This design comes from an exercise in tuning for a short achievable clock period and few clock cycles on the open sky130 flow, not from production work.
Function was checked by simulation only, so behaviour that the tests miss may differ from the original.

==> inputs of job 1399 <==
// vm20_core
module vm20_core (
    input  wire        clk,
    input  wire        rst,           
    input  wire [7:0]  exec_start,    
    output reg         mem_req,
    output reg         mem_we,
    output reg  [7:0]  mem_addr,
    output reg  [19:0] mem_wdata,
    input  wire        mem_ready,
    input  wire [19:0] mem_rdata,
    input  wire        in_valid,
    input  wire [7:0]  in_data,
    input  wire        in_eof,
    input  wire        in_err,
    output reg         in_take,
    output reg         out_valid,
    output reg         out_kind,      
    output reg  [19:0] out_data,
    input  wire        out_ready,
    input  wire        out_err,
    output wire [2:0]  status,
    output wire [7:0]  pc,
    output wire [19:0] r0,
    output wire [19:0] r1,
    output wire [19:0] r2,
    output wire [19:0] r3
);
    localparam [2:0] ST_RUNNING = 3'd0, ST_HALTED = 3'd1, ST_EOI = 3'd2,
                     ST_ILLIO   = 3'd3, ST_LIMIT  = 3'd4;
    localparam [3:0] OP_LD = 4'd0,  OP_LDI = 4'd1, OP_ST  = 4'd2,  OP_ADD = 4'd3,
  ...
Settings: LEC_CHECK=0, CAP_MARGIN=20, CORE_MARGIN=2, CORE_UTILIZATION=40, SETUP_SLACK_MARGIN=3.0, SLEW_MARGIN=20, TNS_END_PERCENT=5; clock period 8.0 ns.
run.sh (not shown) runs the stock make flow with config.mk's settings and CLKGATE_MAP_FILE= SYNTH_SCRIPT=/design/flow/synth_recipe.tcl, a recipe that flattens the netlist after the stock synthesis.
==> job 9540 (differences from job 1399) <==
--- a/flow/design.v
+++ b/flow/design.v
@@ -37,17 +37,15 @@
                      E_MUL  = 4'd2,    
                      E_DIVN = 4'd3,    
                      E_DIV  = 4'd4,    
                      E_DIVF = 4'd5,    
                      E_OUT  = 4'd6,    
                      E_IN   = 4'd7,    
                      E_INST = 4'd8,    
-                     E_STX  = 4'd9,    
-                     E_REL  = 4'd10,   
-                     E_DONE = 4'd11;   
+                     E_DONE = 4'd9;    
     localparam NC = 8;                 
     reg [19:0] regs [0:3];
     reg [7:0]  pc_q;         
     reg [7:0]  count;
     reg [2:0]  status_q;
     reg [3:0]  est;
     reg [19:0] ir;
@@ -60,15 +58,14 @@
     reg        pb_v;
     reg        if_v;
     reg [7:0]  fa;           
     reg        c_v   [0:NC-1];
     reg [7:0]  c_tag [0:NC-1];
     reg [19:0] c_val [0:NC-1];
     reg [2:0]  c_ptr;        
-    reg [7:0]  oa;           
     reg [19:0] opnd;         
     reg        io_ok;        
     reg [19:0] md_a;         
     reg [19:0] md_b;         
     reg [19:0] md_acc;       
     reg [19:0] md_rem;       
     reg [4:0]  md_cnt;
@@ -121,16 +118,17 @@
     wire [19:0] xv   = x0 ? 20'd0 : xval;
     wire        rzf  = (rval == 20'd0);
     wire [19:0] sx    = ir_sx;
     wire [7:0]  sx8   = ir_sx[7:0];
     wire addr_ok = (ir_sx[19:8] == 12'd0);
     wire jump_ok = ir_sx[19] || (ir_sx[18:8] == 11'd0);
     wire shamt_ok = addr_ok && (sx8[7:5] == 3'd0) && (sx8[4:0] <= 5'd19);
-    wire [7:0] pc1 = pc_q + 8'd1;
-    wire [19:0] rel_t  = ksadd({12'd0, pc1}, opnd, 1'b0);
+    reg  [7:0] pc1_q;        
+    wire [7:0] pc1 = pc1_q;
+    wire [19:0] rel_t  = ksadd({12'd0, pc1}, ir_sx, 1'b0);
     wire        rel_ok = rel_t[19] || (rel_t[18:8] == 11'd0);
     wire ir_ok   = ir_v && !lr_q;
     wire ir_go   = ir_ok && (x0 || ir_sxv);
     wire ex      = (est == E_EXEC) && ir_go && !is_nop;
     wire k_memrd = (op == OP_LD) || (op == OP_ADD) || (op == OP_SUB) || (op == OP_MUL) ||
                    (op == OP_DIV) || (op == OP_OR) || (op == OP_AND) ||
                    (op == OP_IO && rf == 2'd2);
@@ -139,25 +137,25 @@
     reg  [19:0]   c_hval;
     integer ci;
     always @(*) begin
         c_hval = 20'd0;
         for (ci = 0; ci < NC; ci = ci + 1)
             if (ir_hv[ci]) c_hval = c_hval | c_val[ci];
     end
-    wire c_hit = x0 && (|ir_hv);
+    wire c_hit = |ir_hv;
     reg j_taken;
     always @(*) begin
         case (op)
             OP_BRZ:  j_taken = rzf && jump_ok;
             OP_BRN:  j_taken = rval[19] && jump_ok;
-            OP_BR:   j_taken = jump_ok;
+            OP_BR:   j_taken = (rf == 2'd2) ? rel_ok : jump_ok;
             default: j_taken = jump_ok;
         endcase
     end
-    wire [7:0] j_tgt = sx8;
+    wire [7:0] j_tgt = (op == OP_BR && rf == 2'd2) ? rel_t[7:0] : sx8;
     wire [19:0] shl_res = rval << sx8[4:0];
     wire [19:0] shr_res = $signed(rval) >>> sx8[4:0];
     wire        from_mem = (est == E_MW);
     wire [19:0] mopnd    = from_mem ? mem_rdata : c_hval;
     wire        mop_z   = (mopnd == 20'd0);
     wire        md_z    = (op == OP_MUL) ? (rzf || mop_z) : mop_z;
     wire        alu_sub = (op == OP_SUB);
@@ -222,19 +220,18 @@
     wire        in_sep   = (in_data <= 8'd32) || (in_data >= 8'd127 && in_data <= 8'd160);
     wire        in_digit = (in_data >= 8'h30) && (in_data <= 8'h39);
     wire [23:0] tok_next = {4'd0, tok_mag} * 24'd10 + {20'd0, in_data[3:0]};
     wire        tok_ok   = !tok_bad && tok_digit && !tok_ovf &&
                            (tok_neg ? (tok_mag <= 20'd524288) : (tok_mag <= 20'd524287));
     wire [19:0] tok_val  = tok_neg ? (20'd0 - tok_mag) : tok_mag;
     wire e_rd   = ex && k_memrd && !c_hit;               
-    wire e_st0  = ex && (op == OP_ST) && x0;             
-    wire e_we   = e_st0 || (est == E_STX) || (est == E_INST && io_ok);
+    wire e_st   = ex && (op == OP_ST) && addr_ok;        
+    wire e_we   = e_st || (est == E_INST && io_ok);
     wire e_port = e_rd || e_we;
-    wire [7:0] e_addr = ((est == E_EXEC) && x0) ? sf :
-                        (est == E_EXEC) ? sx8 : oa;
+    wire [7:0] e_addr = sx8;
     wire e_jx0   = ex && (op == OP_BRN) && x0 && rval[19];
     wire e_jxn   = ex && k_jpt && !x0;
     wire fast_rd = e_jx0 || e_jxn;
     wire [7:0] fast_tgt = e_jxn ? sx8 : sf;
     reg e_done;              
     always @(*) begin
         e_done = 1'b0;
@@ -243,46 +240,42 @@
                 if (is_nop) e_done = 1'b1;
                 else case (op)
                     OP_LD, OP_ADD, OP_SUB, OP_OR, OP_AND:
                         e_done = c_hit || (!x0 && !addr_ok);
                     OP_MUL, OP_DIV:
                         e_done = (!x0 && !addr_ok) || (c_hit && md_z);
                     OP_ST:
-                        e_done = x0 ? mem_ready : !addr_ok;
+                        e_done = !addr_ok || mem_ready;
                     OP_IO:
                         case (rf)
                             2'd0: e_done = 1'b0;
                             2'd1: e_done = in_valid || in_eof || in_err;
-                            2'd2: e_done = !x0 && !addr_ok;
+                            2'd2: e_done = !addr_ok || (c_hit && out_ready);
                             2'd3: e_done = out_ready;
                         endcase
-                    OP_BR:
-                        e_done = (rf != 2'd2);
                     default: e_done = 1'b1;    
                 endcase
             end
-            E_MW:   e_done = (op != OP_IO) && (((op != OP_MUL) && (op != OP_DIV)) || md_z);
+            E_MW:   e_done = (op == OP_IO) ? out_ready :
+                             (((op != OP_MUL) && (op != OP_DIV)) || md_z);
             E_MUL:  e_done = mul_last;
             E_DIVN: e_done = (md_b == 20'd0) || div_triv;
             E_DIV:  e_done = (md_cnt == 5'd1) && !md_neg;
             E_DIVF: e_done = 1'b1;
             E_OUT:  e_done = out_ready;
             E_IN:   e_done = in_err || (in_eof && !tok_started);
             E_INST: e_done = !io_ok || mem_ready;
-            E_STX:  e_done = mem_ready;
-            E_REL:  e_done = 1'b1;
             default: ;
         endcase
     end
-    wire is_j      = ex && k_jump;
+    wire is_j      = ex && (k_jump || (op == OP_BR && rf == 2'd2));
     wire j_go      = is_j && j_taken;
-    wire [7:0] npc = (est == E_REL) ? (rel_ok ? rel_t[7:0] : pc1) :
-                     j_go ? j_tgt : pc1;
+    wire [7:0] npc = j_go ? j_tgt : pc1;
     wire j_follow  = k_jpt || e_jx0;
-    wire late_rd   = (is_j && (j_taken != j_follow)) || ((est == E_REL) && rel_ok);
+    wire late_rd   = is_j && (j_taken != j_follow);
     wire st_hazard = e_we && mem_ready && (e_addr == pc1);
     wire flush     = fast_rd || lr_q || st_hazard;
     wire [1:0] q_tot   = {1'b0, ir_v} + {1'b0, pb_v} + {1'b0, if_v};
     wire       q_room  = flush || (q_tot <= 2'd1) || (q_tot == 2'd2 && e_done);
     wire       running = (status_q == ST_RUNNING);
     wire       f_ok    = running && !e_port && q_room;
     wire [19:0] aw     = mem_rdata;
@@ -309,14 +302,22 @@
         if (est == E_IN)
             in_take = in_valid && (!in_sep || !tok_started);
         if (ex && op == OP_IO && rf == 2'd3) begin
             out_valid = 1'b1;
             out_kind  = 1'b1;
             out_data  = {12'd0, xval[19:12]};
         end
+        if (ex && op == OP_IO && rf == 2'd2 && c_hit) begin
+            out_valid = 1'b1;
+            out_data  = c_hval;
+        end
+        if (est == E_MW && op == OP_IO) begin
+            out_valid = 1'b1;
+            out_data  = mem_rdata;
+        end
         if (est == E_OUT)
             out_valid = 1'b1;
     end
     reg        rw_en;
     reg [1:0]  rw_idx;
     reg [19:0] rw_oth;       
     wire       rw_alu = ((est == E_EXEC) || (est == E_MW)) &&
@@ -400,40 +401,39 @@
             sx_fresh = !(rw_en && (rw_idx == w[13:12]) && !fw_en);
         end
     endfunction
     wire [19:0] sx_of_ir  = calc_sx(ir);
     wire [19:0] sx_of_pb  = calc_sx(pb);
     wire [19:0] sx_of_mem = calc_sx(mem_rdata);
     wire        c_wr   = (e_we && mem_ready) || from_mem;
-    wire [7:0]  c_wtag = e_we ? e_addr : oa;
+    wire [7:0]  c_wtag = sx8;
     wire [19:0] c_wval = from_mem ? mem_rdata : mem_wdata;
-    reg  [NC-1:0] c_whv;
-    always @(*)
-        for (ci = 0; ci < NC; ci = ci + 1)
-            c_whv[ci] = c_v[ci] && (c_tag[ci] == c_wtag);
+    wire [NC-1:0] c_whv = ir_hv;
     wire        c_alloc = c_wr && !(|c_whv);
     function [NC-1:0] calc_hv;
-        input [7:0] a;
+        input [19:0] a;
         integer k;
         begin
             for (k = 0; k < NC; k = k + 1)
-                calc_hv[k] = (c_alloc && c_ptr == k) ? (c_wtag == a)
-                                                     : (c_v[k] && c_tag[k] == a);
+                calc_hv[k] = (a[19:8] == 12'd0) &&
+                             ((c_alloc && c_ptr == k) ? (c_wtag == a[7:0])
+                                                      : (c_v[k] && c_tag[k] == a[7:0]));
         end
     endfunction
-    wire [NC-1:0] hv_of_ir  = calc_hv(ir[7:0]);
-    wire [NC-1:0] hv_of_pb  = calc_hv(pb[7:0]);
-    wire [NC-1:0] hv_of_mem = calc_hv(mem_rdata[7:0]);
+    wire [NC-1:0] hv_of_ir  = calc_hv(sx_of_ir);
+    wire [NC-1:0] hv_of_pb  = calc_hv(sx_of_pb);
+    wire [NC-1:0] hv_of_mem = calc_hv(sx_of_mem);
     always @(posedge clk) begin
         if (rst) begin
             regs[0]  <= 20'd0;
             regs[1]  <= 20'd0;
             regs[2]  <= 20'd0;
             regs[3]  <= 20'd0;
             pc_q     <= exec_start;
+            pc1_q    <= exec_start + 8'd1;
             fa       <= exec_start;
             count    <= 8'd0;
             status_q <= ST_RUNNING;
             est      <= E_EXEC;
             ir_v     <= 1'b0;
             pb_v     <= 1'b0;
             if_v     <= 1'b0;
@@ -493,14 +493,15 @@
                     c_tag[c_ptr] <= c_wtag;
                     c_val[c_ptr] <= c_wval;
                     c_ptr        <= c_ptr + 3'd1;
                 end
             end
             if (e_done) begin
                 pc_q  <= npc;
+                pc1_q <= npc + 8'd1;
                 count <= count + 8'd1;
                 est   <= E_EXEC;
                 if (count == INSTR_LIMIT - 8'd1) begin
                     status_q <= ST_LIMIT;
                     est      <= E_DONE;
                 end
             end
@@ -514,64 +515,55 @@
                                     md_b   <= (op == OP_MUL) ? c_hval : mmag;
                                     md_acc <= 20'd0;
                                     md_rem <= 20'd0;
                                     md_neg <= rval[19] ^ c_hval[19];
                                     est    <= (op == OP_MUL) ? E_MUL : E_DIVN;
                                 end
                             end else if (mem_ready && (x0 || addr_ok)) begin
-                                oa  <= e_addr;
                                 est <= E_MW;
                             end
-                        OP_ST:
-                            if (!x0 && addr_ok) begin
-                                oa  <= sx8;
-                                est <= E_STX;
-                            end
                         OP_IO:
                             case (rf)
                                 2'd0: begin
                                     tok_started <= 1'b0;
                                     tok_neg     <= 1'b0;
                                     tok_digit   <= 1'b0;
                                     tok_bad     <= 1'b0;
                                     tok_ovf     <= 1'b0;
                                     tok_mag     <= 20'd0;
-                                    oa          <= sx8;
                                     io_ok       <= addr_ok;
                                     est         <= E_IN;
                                 end
                                 2'd1:
                                     if (in_err) begin
                                         status_q <= ST_ILLIO;
                                         est      <= E_DONE;
                                     end else if (in_eof) begin
                                         status_q <= ST_EOI;
                                         est      <= E_DONE;
                                     end
                                 2'd2:
                                     if (c_hit) begin
-                                        opnd <= c_hval;
-                                        est  <= E_OUT;
+                                        if (out_ready && out_err) begin
+                                            status_q <= ST_ILLIO;
+                                            est      <= E_DONE;
+                                        end
                                     end else if (mem_ready && (x0 || addr_ok)) begin
-                                        oa  <= e_addr;
                                         est <= E_MW;
                                     end
                                 2'd3:
                                     if (out_ready && out_err) begin
                                         status_q <= ST_ILLIO;
                                         est      <= E_DONE;
                                     end
                             endcase
                         OP_BR:
                             if (rf == 2'd0) begin
                                 status_q <= ST_HALTED;
                                 est      <= E_DONE;
-                            end else if (rf == 2'd2) begin
-                                opnd <= sx;
-                                est  <= E_REL;
                             end
                         default: ;
                     endcase
                 end
                 E_MW: begin
                     case (op)
                         OP_MUL: if (!md_z) begin
@@ -585,18 +577,22 @@
                             md_a   <= rmag;
                             md_b   <= mmag;
                             md_acc <= 20'd0;
                             md_rem <= 20'd0;
                             md_neg <= rval[19] ^ mem_rdata[19];
                             est    <= E_DIVN;
                         end
-                        OP_IO: begin
-                            opnd <= mem_rdata;
-                            est  <= E_OUT;
-                        end
+                        OP_IO:
+                            if (!out_ready) begin
+                                opnd <= mem_rdata;
+                                est  <= E_OUT;
+                            end else if (out_err) begin
+                                status_q <= ST_ILLIO;
+                                est      <= E_DONE;
+                            end
                         default: ;
                     endcase
                 end
                 E_MUL: begin
                     md_acc <= mul_s4;
                     md_rem <= mul_c4;
                     md_a   <= {md_a[15:0], 4'd0};
- TNS_END_PERCENT: 5 -> 30
==> run notes <==
Against job 1399, the die area of job 9540 is smaller by about 2%.
Job 9540 ran to the end with no violations. Job 1399 finished clean.
In job 9540 the critical path depth is lower than in job 1399, by 9.
Worst setup slack: job 9540 is higher than job 1399 (0.027 ns).
Against job 1399, the cell count of job 9540 is lower by 1.4%.
In job 9540 the sequential share of layout area is lower than in job 1399, by 0.34 points.
Between job 9540 and job 1399, the lower design area is in job 1399 (gap 1.2%, measured against job 1399).
Testbench counts of job 1399, summed over its fixed seeds: cycles 71,603.
Testbench counts of job 9540, summed over its fixed seeds: cycles 68,763.

-- what the ideal ports hide --
In the flow no input, the clock included, has a driving cell. The finished layouts below were timed again as built, in two steps.
Step 1, drivers: a clkbuf_16 drives clk and a buf_2 each remaining input, both assumed.
Step 2 adds t to the input delays and takes it off the output delays; t is the mean of the earliest and latest rising clock arrival at the registers after step 1. Input paths then give back, and output paths get back, about the clock's delay inside the block.
Three values: ideal, step 1, step 2; two values: the first two.
run | t (ns) | slack for setup (ns) | hold slack, ns
job 1399 | 0.772 | 2.720 / 2.690 / 2.007 | 0.487 / 0.487 / 0.487
job 9540 | 0.739 | 2.746 / 2.665 / 2.308 | 0.521 / 0.521 / 0.521
After both steps every run listed still meets setup and hold. The setup slack of job 1399, which loses most, moves by -0.030 ns with the drivers and by -0.713 ns with both steps.
